Background: an optimization exercise with open tools, aiming at small area and a short achievable clock period. Do not read the settings as production practice.
At most, simulation tests tie the RTL to the original design; equivalence was not proved.
Power figures rest on the tool's default switching activity, not on a simulated workload.

// wavegen
module wavegen (
    input  wire        clk,
    input  wire        rst,             
    input  wire [7:0]  cmd,
    input  wire        cmd_valid,
    output wire        cmd_ready,
    output reg         pin,
    output wire        running,
    output wire [31:0] freq_out,
    output wire [31:0] inc_out,
    output wire [7:0]  duty_high_out,
    output wire [7:0]  duty_low_out
);
Size: ~850 cells after synthesis, ~94 I/O pins, ~0.0075 mm² of cells after synthesis.
export LEC_CHECK = 0
export CAP_MARGIN = 20
export CORE_MARGIN = 2
export CORE_UTILIZATION = 40
export CTS_BUF_LIST = sky130_fd_sc_hd__clkbuf_8
export SLEW_MARGIN = 20
create_clock -name core_clock -period 60.0 [get_ports {clk}]
standard.sh (not shown) runs the stock make flow with config.mk's settings and CLKGATE_MAP_FILE= SYNTH_SCRIPT=/design/flow/synth_recipe.tcl, a recipe that flattens the netlist after the stock synthesis.
==> flow/flow/run.sh <==
#!/bin/bash
# Layout flow: the standard ORFS flow (standard.sh) with the settings in
# flow/extra.mk added on top of the standard flow's config.mk:
#  - SETUP_SLACK_MARGIN: repair_timing keeps working until every path has this
#    much slack at the design's clock period, so the gates on the paths from
#    the inputs and to the outputs get sized and buffered for speed;
#  - ADDER_MAP_FILE empty: Yosys does not extract half/full adder cells, so
#    ABC maps the (ripple) arithmetic to plain gates, which is smaller here;
#  - BUFFER_PORTS_ARGS: the cell the port buffers start from.
# The clock period, constraints and synthesis script are the standard flow's.
set -euo pipefail
W=$(pwd)
{ echo "include $W/config.mk"; cat flow/extra.mk; } > "$W/flow_config.mk"
sed "s#DESIGN_CONFIG=[^ ]*#DESIGN_CONFIG=$W/flow_config.mk#" standard.sh > flow_standard.sh
bash flow_standard.sh > flow_make.log 2>&1
==> flow/flow/extra.mk <==
export SETUP_SLACK_MARGIN = 46.5
export ADDER_MAP_FILE =
export BUFFER_PORTS_ARGS = -buffer_cell sky130_fd_sc_hd__buf_2
export SKIP_REPAIR_TIE_FANOUT = 1
The starting point completed without violations.
==> next run, changes <==
--- a/flow/design.v
+++ b/flow/design.v
@@ -24,37 +24,33 @@
     reg [13:0] clkdiv_m1;    
     reg [13:0] tick_cnt;
     reg [3:0]  pattern_j;
     reg [3:0]  fq0, fq1, fq2, fq3;   
     reg [2:0]  fifo_cnt;
     reg [3:0]  cur_j;
     reg [3:0]  osr_rem;
-    wire [11:0] sum_is, sum_il, sum_ds, sum_dl;
-    wavegen_addk #(.W(11), .K(11'd125),  .SUB(0)) u_is (.a(freq8[10:0]), .s(sum_is));
-    wavegen_addk #(.W(11), .K(11'd1250), .SUB(0)) u_il (.a(freq8[10:0]), .s(sum_il));
-    wavegen_addk #(.W(11), .K(11'd125),  .SUB(1)) u_ds (.a(freq8[10:0]), .s(sum_ds));
-    wavegen_addk #(.W(11), .K(11'd1250), .SUB(1)) u_dl (.a(freq8[10:0]), .s(sum_dl));
+    wire [11:0] lo_is, lo_il, lo_ds, lo_dl;
+    wavegen_addk #(.W(11), .K(11'd125),  .SUB(0)) u_is (.a(freq8[10:0]), .s(lo_is));
+    wavegen_addk #(.W(11), .K(11'd1250), .SUB(0)) u_il (.a(freq8[10:0]), .s(lo_il));
+    wavegen_addk #(.W(11), .K(11'd125),  .SUB(1)) u_ds (.a(freq8[10:0]), .s(lo_ds));
+    wavegen_addk #(.W(11), .K(11'd1250), .SUB(1)) u_dl (.a(freq8[10:0]), .s(lo_dl));
     wire [9:0]  hi_p, hi_m;
     assign hi_p[0] = 1'b1;
     assign hi_m[0] = 1'b1;
     genvar gi;
     generate
         for (gi = 1; gi < 10; gi = gi + 1) begin : g_hi
             assign hi_p[gi] = hi_p[gi-1] &  freq8[10+gi];
             assign hi_m[gi] = hi_m[gi-1] & !freq8[10+gi];
         end
     endgenerate
     wire [3:0] sat = {freq8[20:8] < 13'd5,
                       freq8[20:7] == 14'd0,
                       freq8[20:9] >= 12'd2439,
                       &(freq8 | ~F_MAX)};
-    wire [11:0] lo_is = sat[0] ? {1'b0, 11'd720}      : sum_is;
-    wire [11:0] lo_il = sat[1] ? {freq8[11], 11'd720} : sum_il;
-    wire [11:0] lo_ds = sat[2] ? {1'b0, 11'd125}      : sum_ds;
-    wire [11:0] lo_dl = sat[3] ? {1'b0, 11'd125}      : sum_dl;
     wire [21:0] rem2 = {rem_r, quo[13]};
     wire [21:0] flip;            
     wire        qbit;            
     wavegen_sub22 u_div (.a(rem2), .b({1'b0, freq8}), .x(flip), .nb(qbit));
     wire        dload = !ready && dcnt == 4'd14;
     wire        dstep = !ready && dcnt[3:1] != 3'b111;    
     always @(posedge clk) begin
@@ -117,15 +113,15 @@
     wire        inc_sel_d, run_d, ready_d, pin_d, div_load;
     wire [3:0]  duty_j_d;
     wire [3:0]  dcnt_d;
     wavegen_late u_late (
         .rst(rst), .cmd(cmd), .cmd_valid(cmd_valid),
         .ready(ready), .run(run), .pin(pin), .inc_sel(inc_sel),
         .freq8(freq8), .lo_is(lo_is), .lo_il(lo_il), .lo_ds(lo_ds), .lo_dl(lo_dl),
-        .hi_p(hi_p), .hi_m(hi_m),
+        .hi_p(hi_p), .hi_m(hi_m), .sat(sat),
         .duty_j(duty_j), .j_step(j_step),
         .dcnt(dcnt), .tz(tz), .pin_tick(pin_tick),
         .freq8_d(freq8_d), .inc_sel_d(inc_sel_d), .duty_j_d(duty_j_d),
         .run_d(run_d), .ready_d(ready_d), .dcnt_d(dcnt_d), .pin_d(pin_d),
         .div_load(div_load)
     );
     always @(posedge clk) begin
@@ -155,14 +151,15 @@
     input  wire        ready,
     input  wire        run,
     input  wire        pin,
     input  wire        inc_sel,
     input  wire [20:0] freq8,
     input  wire [11:0] lo_is, lo_il, lo_ds, lo_dl,
     input  wire [9:0]  hi_p, hi_m,
+    input  wire [3:0]  sat,
     input  wire [3:0]  duty_j, j_step,
     input  wire [3:0]  dcnt,
     input  wire        tz,
     input  wire        pin_tick,
     output wire [20:0] freq8_d,
     output wire        inc_sel_d,
     output wire [3:0]  duty_j_d,
@@ -182,27 +179,27 @@
     wire c_start = acc0 & (cmd[7:4] == 4'h1);
     wire c_step  = acc0 & (cmd[7:4] == 4'h5);
     wire c_sync  = acc0 & (cmd[7:4] == 4'h6);
     wire c_stop  = acc0 & (cmd[7:4] == 4'h7);
     wire dec     = cmd[4];
     wire sel     = cmd[0];
     reg [11:0] lo;
+    reg        sat_x;
     always @(*) begin
         case ({dec, sel})
-            2'b00:   begin lo = lo_is; end
-            2'b01:   begin lo = lo_il; end
-            2'b10:   begin lo = lo_ds; end
-            default: begin lo = lo_dl; end
+            2'b00:   begin lo = lo_is; sat_x = sat[0]; end
+            2'b01:   begin lo = lo_il; sat_x = sat[1]; end
+            2'b10:   begin lo = lo_ds; sat_x = sat[2]; end
+            default: begin lo = lo_dl; sat_x = sat[3]; end
         endcase
     end
-    wire        g_inc = c_fr & !dec & lo[11];
-    wire        g_dec = c_fr &  dec & lo[11];
-    assign freq8_d[10:0]  = rst ? F_RST[10:0] : c_fr ? lo[10:0] : freq8[10:0];
-    assign freq8_d[20:11] = rst ? F_RST[20:11] :
-                            freq8[20:11] ^ ({10{g_inc}} & hi_p | {10{g_dec}} & hi_m);
+    wire        cy    = lo[11];
+    wire [9:0]  hi    = freq8[20:11] ^ ({10{cy & !dec}} & hi_p | {10{cy & dec}} & hi_m);
+    wire [20:0] f_new = sat_x ? (dec ? F_MIN : F_MAX) : {hi, lo[10:0]};
+    assign freq8_d   = rst ? F_RST : c_fr ? f_new : freq8;
     assign inc_sel_d = rst ? 1'b1 : c_sel ? sel : inc_sel;
     assign duty_j_d  = rst ? 4'd5 : c_step ? j_step : duty_j;
     assign run_d     = !rst & (c_start | (run & !c_stop));
     assign ready_d   = !rst & !c_fr & (ready | dcnt == 4'd15);
     assign dcnt_d    = (rst | c_fr) ? 4'd14 : dcnt - 4'd1;
     assign pin_d     = rst ? 1'b0 :
                        !run ? (c_start | pin) :
What happened: Sequential cell count stays the same. Worst setup slack loses 200 ps. Clock-buffer cell count does not change. Utilization goes up by 1.1 points. Design area goes down by 2.0%. Total power goes down by 4.9%. Combinational power goes down by 9.3%.
Function not checked in the first run of this note: the RTL went through the layout flow alone.

[static timing again, ports no longer ideal]
No port has a modelled driver above. Below, the same layouts with a new extraction and two added sets of constraints.
Step 1 (the two cells are an assumption about what drives the block):
set clk [get_ports {clk}]
set_driving_cell -lib_cell sky130_fd_sc_hd__clkbuf_16 $clk
set_driving_cell -lib_cell sky130_fd_sc_hd__buf_2 [delete_from_list [all_inputs] $clk]
Step 2 adds t to the input delays and takes it off the output delays; t is the mean of the earliest and latest rising clock arrival at the registers after step 1. Input paths then give back, and output paths get back, about the clock's delay inside the block.
Three values: ideal, step 1, step 2; two values: the first two.
| run | shift t [ns] | setup WS [ns] | worst setup path at the end |
|---|---|---|---|
| the first run | 0.472 | 46.478 / 46.440 / 46.050 | input to register |
| the second run | 0.483 | 46.280 / 46.231 / 45.748 | input to register |
After both steps every run listed still meets setup and hold. The setup slack of the second run, which loses most, moves by -0.049 ns with the drivers and by -0.532 ns with both steps.
